This is an optimization exercise on Yosys and OpenROAD, whose aim is a short achievable clock period and few clock cycles, not a production implementation. At most, simulation tests tie the RTL to the original design; equivalence was not proved.

==> run X <==
// minicomp_core
module minicomp_core (
    input  wire       clk,
    input  wire       rst,           
    output wire [7:0] mem_addr,
    input  wire [7:0] mem_rdata,
    output wire       mem_we,
    output wire [7:0] mem_wdata,
    output wire [7:0] io_port,       
    output wire       io_rd,         
    input  wire [7:0] io_rdata,
    input  wire       io_present,    
    output wire       io_wr,         
    output wire [7:0] io_wdata
);
    reg [7:0] x0, x1, x2, x3;
    reg [7:0] addr_q, ir, ipc, nb, ioaddr, wdata_q;
    reg       m_fetch, m_normal, m_memop, m_jimm;
    reg       we_q, rd_q, wr_q;
    reg [3:0] wadd;                  
    reg [3:0] wfast;                 
    reg [3:0] sb;                    
    reg [7:0] xa, xb;                
    reg e_add, e_shl, e_shr, e_not, e_and, e_or, e_xor, e_alu, e_aluw;
    reg e_clf, e_data, e_in, e_outa, e_jmp, e_jmpr, e_jxxx, e_mem, e_st, e_outd;
    reg mo_ld, mo_hit;               
    reg mo_hit1;                     
  ...
clock: 5.0 ns
lec_check: 0
abc_clock_period_in_ps: 1000
cap_margin: 20
core_margin: 2
core_utilization: 40
place_density: 0.6
setup_slack_margin: 3.5
slew_margin: 20
run.sh (not shown) runs the stock make flow with config.mk's settings and CLKGATE_MAP_FILE= SYNTH_SCRIPT=/design/flow/synth_recipe.tcl, a recipe that flattens the netlist after the stock synthesis.
==> inputs of run K, as changes to run X <==
--- a/flow/design.v
+++ b/flow/design.v
@@ -26,34 +26,32 @@
     reg mo_hit1;                     
     reg [31:0]  ic_v;
     reg [95:0]  ic_t;
     reg [255:0] ic_d;
     reg         iw_en, iw_all;       
     reg [4:0]   iw_idx, iw_idxm1;
     reg [2:0]   iw_tag;
     reg [7:0]   iw_d;
-    reg [15:0]  dc_v;
-    reg [63:0]  dc_t;
-    reg [127:0] dc_d;
-    reg         dw_en;
-    reg [3:0]   dw_idx;
-    reg [3:0]   dw_tag;
-    reg [7:0]   dw_d;
-    reg         e_ld;
+    reg [3:0]   rl_h;                
+    reg [31:0]  rl_dd;               
+    reg [3:0]   rl_s;                
+    reg         rl_u;                
+    reg         nb_hit;              
+    reg [7:0]   nb_imm;              
     reg         e_ic;                
     reg [7:0]   imm_q;               
     reg       cy, f_al, f_eq, zen;
     reg [7:0] fres;
     wire [7:0] b = mem_rdata;
     wire [7:0] g0 = xa & xb;
     wire [7:0] t0 = xa | xb;
     reg  [8:0] gg, pp;
     reg  [8:0] gn, pn;
-    integer k, d, j;
+    integer k, d, j, m;
     always @(*) begin
         gg = {g0, cy};
         pp = {t0, 1'b0};
         for (d = 1; d < 9; d = d * 2) begin
             gn = gg;
             pn = pp;
             for (k = d; k < 9; k = k + 1) begin
                 gn[k] = gg[k] | (pp[k] & gg[k - d]);
@@ -89,137 +87,140 @@
                      | ({8{e_not}} & ~xa)
                      | ({8{e_and}} & g0)
                      | ({8{e_or}}  & t0)
                      | ({8{e_xor}} & xa & ~xb) | ({8{e_xor}} & ~xa & xb);
     wire [7:0] c    = e_add ? sum : c_oth;
     wire cout = (e_add & sum8) | (e_shl & xa[7]) | (e_shr & xa[0]);
     wire f_z   = zen & (fres == 8'd0);
     wire taken = |(ir[3:0] & {cy, f_al, f_eq, f_z});
-    wire [7:0]   key  = m_memop ? ipc : addr_q;
-    wire [31:0]  v_s  = {ic_v[0], ic_v[31:1]};           
-    wire [95:0]  t_s  = {ic_t[2:0], ic_t[95:3]};
-    wire [255:0] d_s  = {ic_d[7:0], ic_d[255:8]};
-    wire         lk_v = v_s[key[4:0]];
-    wire [2:0]   lk_t = t_s[3*key[4:0] +: 3];
-    wire [7:0]   lk_d = d_s[8*key[4:0] +: 8];
-    wire [2:0]   tag1 = key[7:5] + {2'b0, &key[4:0]};
-    wire         lk_hit = lk_v & (lk_t == tag1) & ~(m_memop & mo_hit1)
-                        & ~(iw_en & (iw_idxm1 == key[4:0]));
+    wire [31:0]  v_2  = {ic_v[1:0], ic_v[31:2]};
+    wire [95:0]  t_2  = {ic_t[5:0], ic_t[95:6]};
+    wire [255:0] d_2  = {ic_d[15:0], ic_d[255:16]};
+    wire [31:0]  v_3  = {ic_v[2:0], ic_v[31:3]};
+    wire [95:0]  t_3  = {ic_t[8:0], ic_t[95:9]};
+    wire [255:0] d_3  = {ic_d[23:0], ic_d[255:24]};
+    wire [7:0]   a3   = addr_q + 8'd3;
+    wire [7:0]   i3   = ipc + 8'd3;
+    wire         la2_h = v_2[addr_q[4:0]] & (t_2[3*addr_q[4:0] +: 3] == a2[7:5]);
+    wire [7:0]   la2_d = d_2[8*addr_q[4:0] +: 8];
+    wire         la3_h = v_3[addr_q[4:0]] & (t_3[3*addr_q[4:0] +: 3] == a3[7:5]);
+    wire [7:0]   la3_d = d_3[8*addr_q[4:0] +: 8];
+    wire         li2_h = v_2[ipc[4:0]] & (t_2[3*ipc[4:0] +: 3] == i2[7:5]);
+    wire [7:0]   li2_d = d_2[8*ipc[4:0] +: 8];
+    wire         li3_h = v_3[ipc[4:0]] & (t_3[3*ipc[4:0] +: 3] == i3[7:5]);
+    wire [7:0]   li3_d = d_3[8*ipc[4:0] +: 8];
+    wire         upd   = (iw_en & ~iw_all) | (m_memop & we_q);
+    wire         lk_hit = ~rl_u & |(rl_s & rl_h);
+    wire [7:0]   rl_d   = ({8{rl_s[0]}} & rl_dd[7:0])   | ({8{rl_s[1]}} & rl_dd[15:8])
+                        | ({8{rl_s[2]}} & rl_dd[23:16]) | ({8{rl_s[3]}} & rl_dd[31:24]);
+    wire         ld_hit = m_memop ? (nb_hit & ~mo_hit1) : lk_hit;
+    wire [7:0]   ld_imm = m_memop ? nb_imm : rl_d;
     wire [7:0] a1 = addr_q + 8'd1;
     wire [7:0] a2 = addr_q + 8'd2;
     wire [7:0] i1 = ipc + 8'd1;
     wire [7:0] i2 = ipc + 8'd2;
     wire b_j  = b[7:4] == 4'd5;
     wire nb_j = nb[7:4] == 4'd5;
-    wire         dl_v = dc_v[xa[3:0]];
-    wire [3:0]   dl_t = dc_t[4*xa[3:0] +: 4];
-    wire [7:0]   dl_d = dc_d[8*xa[3:0] +: 8];
-    wire         dl_hit = dl_v & (dl_t == xa[7:4]) & ~(dw_en & (dw_idx == xa[3:0]));
-    wire e_seq  = e_alu | e_clf | e_in | e_outa | (e_ic & (e_data | e_jmp)) | (e_ld & dl_hit);
+    wire e_seq  = e_alu | e_clf | e_in | e_outa | (e_ic & (e_data | e_jmp));
     wire n_seq  = m_normal & (e_seq | (e_jxxx & ~taken));
     wire b_d  = b[7:4] == 4'd2;
     wire b_m  = b[7:4] == 4'd4;
     wire nb_d = nb[7:4] == 4'd2;
     wire nb_m = nb[7:4] == 4'd4;
-    wire [7:0] b_seq  = (b_m & lk_hit) ? lk_d : (b_j | (b_d & lk_hit)) ? a2 : a1;
-    wire [7:0] nb_seq = (nb_m & lk_hit) ? lk_d : (nb_j | (nb_d & lk_hit)) ? i2 : i1;
+    wire [7:0] b_seq  = (b_m & lk_hit) ? rl_d : (b_j | (b_d & lk_hit)) ? a2 : a1;
+    wire       nbh    = nb_hit & ~mo_hit1;
+    wire [7:0] nb_seq = (nb_m & nbh) ? nb_imm : (nb_j | (nb_d & nbh)) ? i2 : i1;
     wire       load_b  = m_fetch | n_seq;
     wire       load_nb = m_memop & ~mo_hit;
     wire       load    = load_b | load_nb;
     wire [7:0] ir_nx   = m_memop ? nb : b;
     wire [7:0] xf = c_oth
                   | ({8{e_in & ir[2]}} & ioaddr)
                   | ({8{e_in & ~ir[2] & io_present}} & io_rdata)
                   | ({8{e_in & ~ir[2] & ~io_present}} & xb)
                   | ({8{e_data & e_ic}} & imm_q)
-                  | ({8{e_ld & dl_hit}} & dl_d)
-                  | ({8{e_ld & ~dl_hit}} & xb)
                   | ({8{(e_data & ~e_ic) | mo_ld}} & b);
     wire [3:0] na  = 4'b0001 << ir_nx[3:2];
     wire [3:0] nbs = 4'b0001 << ir_nx[1:0];
     wire [7:0] xsa = ({8{na[0]}} & x0) | ({8{na[1]}} & x1) | ({8{na[2]}} & x2) | ({8{na[3]}} & x3);
     wire [7:0] xsb = ({8{nbs[0]}} & x0) | ({8{nbs[1]}} & x1) | ({8{nbs[2]}} & x2) | ({8{nbs[3]}} & x3);
     wire       fa_add = |(wadd & na);
     wire       fa_f   = |(wfast & na);
     wire       fb_add = |(wadd & nbs);
     wire       fb_f   = |(wfast & nbs);
     wire nx_add  = ir_nx[7:4] == 4'd8;
     wire nx_aluw = ir_nx[7] & (ir_nx[6:4] != 3'd7);
-    wire nx_fast = (nx_aluw & ~nx_add) | (ir_nx[7:4] == 4'd2) | (ir_nx[7:3] == 5'b01110)
-                 | (ir_nx[7:4] == 4'd0);
+    wire nx_fast = (nx_aluw & ~nx_add) | (ir_nx[7:4] == 4'd2) | (ir_nx[7:3] == 5'b01110);
     always @(posedge clk) begin
         if (rst) begin
             x0 <= 8'd0; x1 <= 8'd0; x2 <= 8'd0; x3 <= 8'd0;
             addr_q <= 8'd0;
             ioaddr <= 8'd0;
             m_fetch <= 1'b1; m_normal <= 1'b0; m_memop <= 1'b0; m_jimm <= 1'b0;
             we_q <= 1'b0; rd_q <= 1'b0; wr_q <= 1'b0;
             wadd <= 4'd0; wfast <= 4'd0;
             e_add <= 1'b0; e_shl <= 1'b0; e_shr <= 1'b0; e_not <= 1'b0; e_and <= 1'b0;
             e_or <= 1'b0; e_xor <= 1'b0; e_alu <= 1'b0; e_aluw <= 1'b0;
             e_clf <= 1'b0; e_data <= 1'b0; e_in <= 1'b0; e_outa <= 1'b0;
             e_jmp <= 1'b0; e_jmpr <= 1'b0; e_jxxx <= 1'b0; e_mem <= 1'b0; e_st <= 1'b0;
             e_outd <= 1'b0;
             mo_ld <= 1'b0; mo_hit <= 1'b0; mo_hit1 <= 1'b0;
-            ic_v <= 32'd0; e_ic <= 1'b0; dc_v <= 16'd0; e_ld <= 1'b0;
-            iw_en <= 1'b0; dw_en <= 1'b0;
+            ic_v <= 32'd0; e_ic <= 1'b0;
+            iw_en <= 1'b0;
+            rl_s <= 4'd0;
             cy <= 1'b0; f_al <= 1'b0; f_eq <= 1'b0; zen <= 1'b0; fres <= 8'd0;
         end else begin
             if (wadd[0]) x0 <= sum; else if (wfast[0]) x0 <= xf;
             if (wadd[1]) x1 <= sum; else if (wfast[1]) x1 <= xf;
             if (wadd[2]) x2 <= sum; else if (wfast[2]) x2 <= xf;
             if (wadd[3]) x3 <= sum; else if (wfast[3]) x3 <= xf;
             if (e_alu) begin
                 cy <= cout; f_al <= a_gt_b; f_eq <= a_eq_b; zen <= e_aluw; fres <= c;
             end
             if (e_clf) begin
                 cy <= 1'b0; f_al <= 1'b0; f_eq <= 1'b0; zen <= 1'b0;
             end
             if (e_outa) ioaddr <= xb;
             wadd   <= {4{load & nx_add}} & nbs;
             wfast  <= ({4{load & nx_fast}} & nbs)
-                    | ({4{m_normal & e_ld & ~dl_hit}} & sb);   
+                    | ({4{m_normal & e_mem & ~e_st & ~e_outd}} & sb);   
             e_alu  <= load & ir_nx[7];
             e_aluw <= load & nx_aluw;
             e_add  <= load & nx_add;
             e_shl  <= load & (ir_nx[7:4] == 4'd9);
             e_shr  <= load & (ir_nx[7:4] == 4'd10);
             e_not  <= load & (ir_nx[7:4] == 4'd11);
             e_and  <= load & (ir_nx[7:4] == 4'd12);
             e_or   <= load & (ir_nx[7:4] == 4'd13);
             e_xor  <= load & (ir_nx[7:4] == 4'd14);
             e_mem  <= load & ((ir_nx[7:5] == 3'd0) | (ir_nx[7:2] == 6'b011110));
             e_st   <= load & (ir_nx[7:4] == 4'd1);
-            e_ld   <= load & (ir_nx[7:4] == 4'd0);
             e_outd <= load & (ir_nx[7:2] == 6'b011110);
             e_data <= load & (ir_nx[7:4] == 4'd2);
             e_jmpr <= load & (ir_nx[7:4] == 4'd3);
             e_jmp  <= load & (ir_nx[7:4] == 4'd4);
             e_jxxx <= load & (ir_nx[7:4] == 4'd5);
             e_clf  <= load & (ir_nx[7:4] == 4'd6);
             e_in   <= load & (ir_nx[7:3] == 5'b01110);
             e_outa <= load & (ir_nx[7:2] == 6'b011111);
             rd_q   <= load & (ir_nx[7:2] == 6'b011100);
-            e_ic   <= load & lk_hit & ((ir_nx[7:4] == 4'd2) | (ir_nx[7:4] == 4'd4) | (ir_nx[7:4] == 4'd5));
+            if ((m_fetch | n_seq) & ~(b_m & lk_hit))
+                rl_s <= (b_j | (b_d & lk_hit)) ? 4'b0010 : 4'b0001;
+            else if (m_normal & e_data)
+                rl_s <= 4'b0001;
+            else if (m_memop & ~mo_hit & ~(nb_m & nbh))
+                rl_s <= (nb_j | (nb_d & nbh)) ? 4'b1000 : 4'b0100;
+            else
+                rl_s <= 4'b0000;
+            e_ic   <= load & ld_hit & ((ir_nx[7:4] == 4'd2) | (ir_nx[7:4] == 4'd4) | (ir_nx[7:4] == 4'd5));
             iw_en  <= (m_normal & ~e_ic & (e_data | e_jmp)) | m_jimm | (m_memop & we_q);
             iw_all <= ~m_memop;
-            dw_en  <= m_memop & (we_q | mo_ld);
             for (j = 0; j < 32; j = j + 1)
-                if (iw_en & (iw_idx == j) & (iw_all | (ic_v[j] & (ic_t[3*j +: 3] == iw_tag)))) begin
-                    ic_v[j] <= 1'b1;
-                    ic_t[3*j +: 3] <= iw_tag;
-                    ic_d[8*j +: 8] <= iw_d;
-                end
-            for (j = 0; j < 16; j = j + 1)
-                if (dw_en & (dw_idx == j)) begin
-                    dc_v[j] <= 1'b1;
-                    dc_t[4*j +: 4] <= dw_tag;
-                    dc_d[8*j +: 8] <= dw_d;
-                end
+                if (iw_en & (iw_idx == j) & iw_all) ic_v[j] <= 1'b1;
             we_q <= 1'b0;
             wr_q <= 1'b0;
             mo_ld <= 1'b0;
             mo_hit <= 1'b0;
             mo_hit1 <= 1'b0;
             m_fetch  <= 1'b0;
             m_normal <= load;
             m_memop  <= 1'b0;
@@ -273,26 +274,33 @@
         if (load) begin
             ir <= ir_nx;
             sb <= nbs;
         end
         xa <= fa_add ? sum : fa_f ? xf : xsa;
         xb <= fb_add ? sum : fb_f ? xf : xsb;
         if (load_b) ipc <= a1;
         else if (load_nb) ipc <= i1;
-        if (load) imm_q <= lk_d;
+        for (m = 0; m < 32; m = m + 1)
+            if (iw_en & (iw_idx == m) & (iw_all | (ic_v[m] & (ic_t[3*m +: 3] == iw_tag)))) begin
+                ic_t[3*m +: 3] <= iw_tag;
+                ic_d[8*m +: 8] <= iw_d;
+            end
+        if (load) imm_q <= ld_imm;
+        rl_h  <= {li3_h, li2_h, la3_h, la2_h};
+        rl_dd <= {li3_d, li2_d, la3_d, la2_d};
+        rl_u  <= upd;
         iw_idx   <= addr_q[4:0];
         iw_idxm1 <= addr_q[4:0] - 5'd1;
         iw_tag   <= addr_q[7:5];
         iw_d     <= m_memop ? wdata_q : b;
-        dw_idx   <= addr_q[3:0];
-        dw_tag   <= addr_q[7:4];
-        dw_d     <= we_q ? wdata_q : b;
         if (e_mem) begin
             nb <= b;
+            nb_hit <= lk_hit;
+            nb_imm <= rl_d;
             wdata_q <= xb;
         end
     end
     assign mem_addr  = addr_q;
     assign mem_we    = we_q;
     assign mem_wdata = wdata_q;
     assign io_port   = ioaddr;
     assign io_rd     = rd_q;
- CTS_CLUSTER_DIAMETER: default -> 60
- CTS_CLUSTER_SIZE: default -> 24
==> inputs of run C, as changes to run X <==
--- a/flow/design.v
+++ b/flow/design.v
@@ -26,24 +26,18 @@
     reg mo_hit1;                     
     reg [31:0]  ic_v;
     reg [95:0]  ic_t;
     reg [255:0] ic_d;
     reg         iw_en, iw_all;       
     reg [4:0]   iw_idx, iw_idxm1;
     reg [2:0]   iw_tag;
     reg [7:0]   iw_d;
-    reg [15:0]  dc_v;
-    reg [63:0]  dc_t;
-    reg [127:0] dc_d;
-    reg         dw_en;
-    reg [3:0]   dw_idx;
-    reg [3:0]   dw_tag;
-    reg [7:0]   dw_d;
-    reg         e_ld;
+    reg         nb_hit;              
+    reg [7:0]   nb_imm;              
     reg         e_ic;                
     reg [7:0]   imm_q;               
     reg       cy, f_al, f_eq, zen;
     reg [7:0] fres;
     wire [7:0] b = mem_rdata;
     wire [7:0] g0 = xa & xb;
     wire [7:0] t0 = xa | xb;
     reg  [8:0] gg, pp;
@@ -89,136 +83,123 @@
                      | ({8{e_not}} & ~xa)
                      | ({8{e_and}} & g0)
                      | ({8{e_or}}  & t0)
                      | ({8{e_xor}} & xa & ~xb) | ({8{e_xor}} & ~xa & xb);
     wire [7:0] c    = e_add ? sum : c_oth;
     wire cout = (e_add & sum8) | (e_shl & xa[7]) | (e_shr & xa[0]);
     wire f_z   = zen & (fres == 8'd0);
     wire taken = |(ir[3:0] & {cy, f_al, f_eq, f_z});
-    wire [7:0]   key  = m_memop ? ipc : addr_q;
+    wire [7:0]   key  = addr_q;
     wire [31:0]  v_s  = {ic_v[0], ic_v[31:1]};           
     wire [95:0]  t_s  = {ic_t[2:0], ic_t[95:3]};
     wire [255:0] d_s  = {ic_d[7:0], ic_d[255:8]};
     wire         lk_v = v_s[key[4:0]];
     wire [2:0]   lk_t = t_s[3*key[4:0] +: 3];
     wire [7:0]   lk_d = d_s[8*key[4:0] +: 8];
     wire [2:0]   tag1 = key[7:5] + {2'b0, &key[4:0]};
-    wire         lk_hit = lk_v & (lk_t == tag1) & ~(m_memop & mo_hit1)
-                        & ~(iw_en & (iw_idxm1 == key[4:0]));
+    wire         lk_hit = lk_v & (lk_t == tag1) & ~(iw_en & (iw_idxm1 == key[4:0]));
+    wire         ld_hit = m_memop ? (nb_hit & ~mo_hit1) : lk_hit;
+    wire [7:0]   ld_imm = m_memop ? nb_imm : lk_d;
     wire [7:0] a1 = addr_q + 8'd1;
     wire [7:0] a2 = addr_q + 8'd2;
     wire [7:0] i1 = ipc + 8'd1;
     wire [7:0] i2 = ipc + 8'd2;
     wire b_j  = b[7:4] == 4'd5;
     wire nb_j = nb[7:4] == 4'd5;
-    wire         dl_v = dc_v[xa[3:0]];
-    wire [3:0]   dl_t = dc_t[4*xa[3:0] +: 4];
-    wire [7:0]   dl_d = dc_d[8*xa[3:0] +: 8];
-    wire         dl_hit = dl_v & (dl_t == xa[7:4]) & ~(dw_en & (dw_idx == xa[3:0]));
-    wire e_seq  = e_alu | e_clf | e_in | e_outa | (e_ic & (e_data | e_jmp)) | (e_ld & dl_hit);
+    wire e_seq  = e_alu | e_clf | e_in | e_outa | (e_ic & (e_data | e_jmp));
     wire n_seq  = m_normal & (e_seq | (e_jxxx & ~taken));
     wire b_d  = b[7:4] == 4'd2;
     wire b_m  = b[7:4] == 4'd4;
     wire nb_d = nb[7:4] == 4'd2;
     wire nb_m = nb[7:4] == 4'd4;
     wire [7:0] b_seq  = (b_m & lk_hit) ? lk_d : (b_j | (b_d & lk_hit)) ? a2 : a1;
-    wire [7:0] nb_seq = (nb_m & lk_hit) ? lk_d : (nb_j | (nb_d & lk_hit)) ? i2 : i1;
+    wire       nbh    = nb_hit & ~mo_hit1;
+    wire [7:0] nb_seq = (nb_m & nbh) ? nb_imm : (nb_j | (nb_d & nbh)) ? i2 : i1;
     wire       load_b  = m_fetch | n_seq;
     wire       load_nb = m_memop & ~mo_hit;
     wire       load    = load_b | load_nb;
     wire [7:0] ir_nx   = m_memop ? nb : b;
     wire [7:0] xf = c_oth
                   | ({8{e_in & ir[2]}} & ioaddr)
                   | ({8{e_in & ~ir[2] & io_present}} & io_rdata)
                   | ({8{e_in & ~ir[2] & ~io_present}} & xb)
                   | ({8{e_data & e_ic}} & imm_q)
-                  | ({8{e_ld & dl_hit}} & dl_d)
-                  | ({8{e_ld & ~dl_hit}} & xb)
                   | ({8{(e_data & ~e_ic) | mo_ld}} & b);
     wire [3:0] na  = 4'b0001 << ir_nx[3:2];
     wire [3:0] nbs = 4'b0001 << ir_nx[1:0];
     wire [7:0] xsa = ({8{na[0]}} & x0) | ({8{na[1]}} & x1) | ({8{na[2]}} & x2) | ({8{na[3]}} & x3);
     wire [7:0] xsb = ({8{nbs[0]}} & x0) | ({8{nbs[1]}} & x1) | ({8{nbs[2]}} & x2) | ({8{nbs[3]}} & x3);
     wire       fa_add = |(wadd & na);
     wire       fa_f   = |(wfast & na);
     wire       fb_add = |(wadd & nbs);
     wire       fb_f   = |(wfast & nbs);
     wire nx_add  = ir_nx[7:4] == 4'd8;
     wire nx_aluw = ir_nx[7] & (ir_nx[6:4] != 3'd7);
-    wire nx_fast = (nx_aluw & ~nx_add) | (ir_nx[7:4] == 4'd2) | (ir_nx[7:3] == 5'b01110)
-                 | (ir_nx[7:4] == 4'd0);
+    wire nx_fast = (nx_aluw & ~nx_add) | (ir_nx[7:4] == 4'd2) | (ir_nx[7:3] == 5'b01110);
     always @(posedge clk) begin
         if (rst) begin
             x0 <= 8'd0; x1 <= 8'd0; x2 <= 8'd0; x3 <= 8'd0;
             addr_q <= 8'd0;
             ioaddr <= 8'd0;
             m_fetch <= 1'b1; m_normal <= 1'b0; m_memop <= 1'b0; m_jimm <= 1'b0;
             we_q <= 1'b0; rd_q <= 1'b0; wr_q <= 1'b0;
             wadd <= 4'd0; wfast <= 4'd0;
             e_add <= 1'b0; e_shl <= 1'b0; e_shr <= 1'b0; e_not <= 1'b0; e_and <= 1'b0;
             e_or <= 1'b0; e_xor <= 1'b0; e_alu <= 1'b0; e_aluw <= 1'b0;
             e_clf <= 1'b0; e_data <= 1'b0; e_in <= 1'b0; e_outa <= 1'b0;
             e_jmp <= 1'b0; e_jmpr <= 1'b0; e_jxxx <= 1'b0; e_mem <= 1'b0; e_st <= 1'b0;
             e_outd <= 1'b0;
             mo_ld <= 1'b0; mo_hit <= 1'b0; mo_hit1 <= 1'b0;
-            ic_v <= 32'd0; e_ic <= 1'b0; dc_v <= 16'd0; e_ld <= 1'b0;
-            iw_en <= 1'b0; dw_en <= 1'b0;
+            ic_v <= 32'd0; e_ic <= 1'b0;
+            iw_en <= 1'b0;
             cy <= 1'b0; f_al <= 1'b0; f_eq <= 1'b0; zen <= 1'b0; fres <= 8'd0;
         end else begin
             if (wadd[0]) x0 <= sum; else if (wfast[0]) x0 <= xf;
             if (wadd[1]) x1 <= sum; else if (wfast[1]) x1 <= xf;
             if (wadd[2]) x2 <= sum; else if (wfast[2]) x2 <= xf;
             if (wadd[3]) x3 <= sum; else if (wfast[3]) x3 <= xf;
             if (e_alu) begin
                 cy <= cout; f_al <= a_gt_b; f_eq <= a_eq_b; zen <= e_aluw; fres <= c;
             end
             if (e_clf) begin
                 cy <= 1'b0; f_al <= 1'b0; f_eq <= 1'b0; zen <= 1'b0;
             end
             if (e_outa) ioaddr <= xb;
             wadd   <= {4{load & nx_add}} & nbs;
             wfast  <= ({4{load & nx_fast}} & nbs)
-                    | ({4{m_normal & e_ld & ~dl_hit}} & sb);   
+                    | ({4{m_normal & e_mem & ~e_st & ~e_outd}} & sb);   
             e_alu  <= load & ir_nx[7];
             e_aluw <= load & nx_aluw;
             e_add  <= load & nx_add;
             e_shl  <= load & (ir_nx[7:4] == 4'd9);
             e_shr  <= load & (ir_nx[7:4] == 4'd10);
             e_not  <= load & (ir_nx[7:4] == 4'd11);
             e_and  <= load & (ir_nx[7:4] == 4'd12);
             e_or   <= load & (ir_nx[7:4] == 4'd13);
             e_xor  <= load & (ir_nx[7:4] == 4'd14);
             e_mem  <= load & ((ir_nx[7:5] == 3'd0) | (ir_nx[7:2] == 6'b011110));
             e_st   <= load & (ir_nx[7:4] == 4'd1);
-            e_ld   <= load & (ir_nx[7:4] == 4'd0);
             e_outd <= load & (ir_nx[7:2] == 6'b011110);
             e_data <= load & (ir_nx[7:4] == 4'd2);
             e_jmpr <= load & (ir_nx[7:4] == 4'd3);
             e_jmp  <= load & (ir_nx[7:4] == 4'd4);
             e_jxxx <= load & (ir_nx[7:4] == 4'd5);
             e_clf  <= load & (ir_nx[7:4] == 4'd6);
             e_in   <= load & (ir_nx[7:3] == 5'b01110);
             e_outa <= load & (ir_nx[7:2] == 6'b011111);
             rd_q   <= load & (ir_nx[7:2] == 6'b011100);
-            e_ic   <= load & lk_hit & ((ir_nx[7:4] == 4'd2) | (ir_nx[7:4] == 4'd4) | (ir_nx[7:4] == 4'd5));
+            e_ic   <= load & ld_hit & ((ir_nx[7:4] == 4'd2) | (ir_nx[7:4] == 4'd4) | (ir_nx[7:4] == 4'd5));
             iw_en  <= (m_normal & ~e_ic & (e_data | e_jmp)) | m_jimm | (m_memop & we_q);
             iw_all <= ~m_memop;
-            dw_en  <= m_memop & (we_q | mo_ld);
             for (j = 0; j < 32; j = j + 1)
                 if (iw_en & (iw_idx == j) & (iw_all | (ic_v[j] & (ic_t[3*j +: 3] == iw_tag)))) begin
                     ic_v[j] <= 1'b1;
                     ic_t[3*j +: 3] <= iw_tag;
                     ic_d[8*j +: 8] <= iw_d;
-                end
-            for (j = 0; j < 16; j = j + 1)
-                if (dw_en & (dw_idx == j)) begin
-                    dc_v[j] <= 1'b1;
-                    dc_t[4*j +: 4] <= dw_tag;
-                    dc_d[8*j +: 8] <= dw_d;
                 end
             we_q <= 1'b0;
             wr_q <= 1'b0;
             mo_ld <= 1'b0;
             mo_hit <= 1'b0;
             mo_hit1 <= 1'b0;
             m_fetch  <= 1'b0;
             m_normal <= load;
@@ -273,26 +254,25 @@
         if (load) begin
             ir <= ir_nx;
             sb <= nbs;
         end
         xa <= fa_add ? sum : fa_f ? xf : xsa;
         xb <= fb_add ? sum : fb_f ? xf : xsb;
         if (load_b) ipc <= a1;
         else if (load_nb) ipc <= i1;
-        if (load) imm_q <= lk_d;
+        if (load) imm_q <= ld_imm;
         iw_idx   <= addr_q[4:0];
         iw_idxm1 <= addr_q[4:0] - 5'd1;
         iw_tag   <= addr_q[7:5];
         iw_d     <= m_memop ? wdata_q : b;
-        dw_idx   <= addr_q[3:0];
-        dw_tag   <= addr_q[7:4];
-        dw_d     <= we_q ? wdata_q : b;
         if (e_mem) begin
             nb <= b;
+            nb_hit <= lk_hit;
+            nb_imm <= lk_d;
             wdata_q <= xb;
         end
     end
     assign mem_addr  = addr_q;
     assign mem_we    = we_q;
     assign mem_wdata = wdata_q;
     assign io_port   = ioaddr;
     assign io_rd     = rd_q;
==> flow_summary.json <==
{
  "cpLargestDelayFamily": "compound AO/OA/AOI/OAI gates",
  "post-route-worst-setup-slack_ns": 2.46,
  "reg2reg_to": "rl_h[2]$_DFF_P_",
  "met2_usage": 0.491,
  "syn-mean-instance-area_um2": 11.8,
  "detail_route.iter0.violations": 4858,
  "status": "finished clean"
}
the above is filed under run K

==> flow_summary.json <==
{
  "reg2reg_to": "addr_q[4]$_SDFFE_PP0P_",
  "largest_registers": "ic_d x256, ic_t x96, ic_v x32",
  "dr_wl_met2_um": 46100,
  "detail_route.iter0.violations": 2643,
  "post-route-worst-setup-slack_ns": 1.67,
  "status": "finished clean",
  "r2r_cells": 13,
  "met2_usage": 0.429,
  "syn-mean-instance-area_um2": 12.3,
  "cpLargestDelayFamily": "compound AO/OA/AOI/OAI gates",
  "clock_insertion_delay_worst_skew_ns": 0.68
}
the above is filed under run C

==> flow_summary.json <==
{
  "detail_route.iter0.violations": 3884,
  "reg2reg_to": "addr_q[7]$_SDFFE_PP0P_",
  "cpLargestDelayFamily": "multiplexers",
  "status": "finished clean",
  "post-route-worst-setup-slack_ns": 1.42,
  "met2_usage": 0.438,
  "critical_path_cell_count": 15
}
the above is filed under run X

Testbench counts of run K, summed over its fixed seeds: cycles 81,712.
For run X and run C, only the layout was checked, not whether the RTL still works.

## what the ideal ports hide
No port has a modelled driver above. Below, the same layouts with a new extraction and two added sets of constraints.
Step 1, drivers: a clkbuf_16 drives clk and a buf_2 each remaining input, both assumed.
Step 2 times the ports against the registers' clock, not the clock port: input delays grow and output delays shrink by t, the midpoint of the rising clock arrivals with the driver on.
a / b / c = no drivers / after step 1 / after step 2; a / b = the first two.
| run | t, ns | slack for setup (ns) | slew at the worst register clock pin (ns) |
|---|---|---|---|
| run X | 0.710 | 1.422 / 1.422 / 1.422 | 0.08 / 0.08 |
| run K | 0.764 | 2.461 / 2.461 / 2.159 | 0.10 / 0.10 |
| run C | 0.699 | 1.669 / 1.669 / 1.669 | 0.07 / 0.07 |
After both steps every run listed still meets setup and hold. For run K, which loses most, drivers alone change the setup slack by 0.000 ns; drivers and shift together by -0.302 ns.
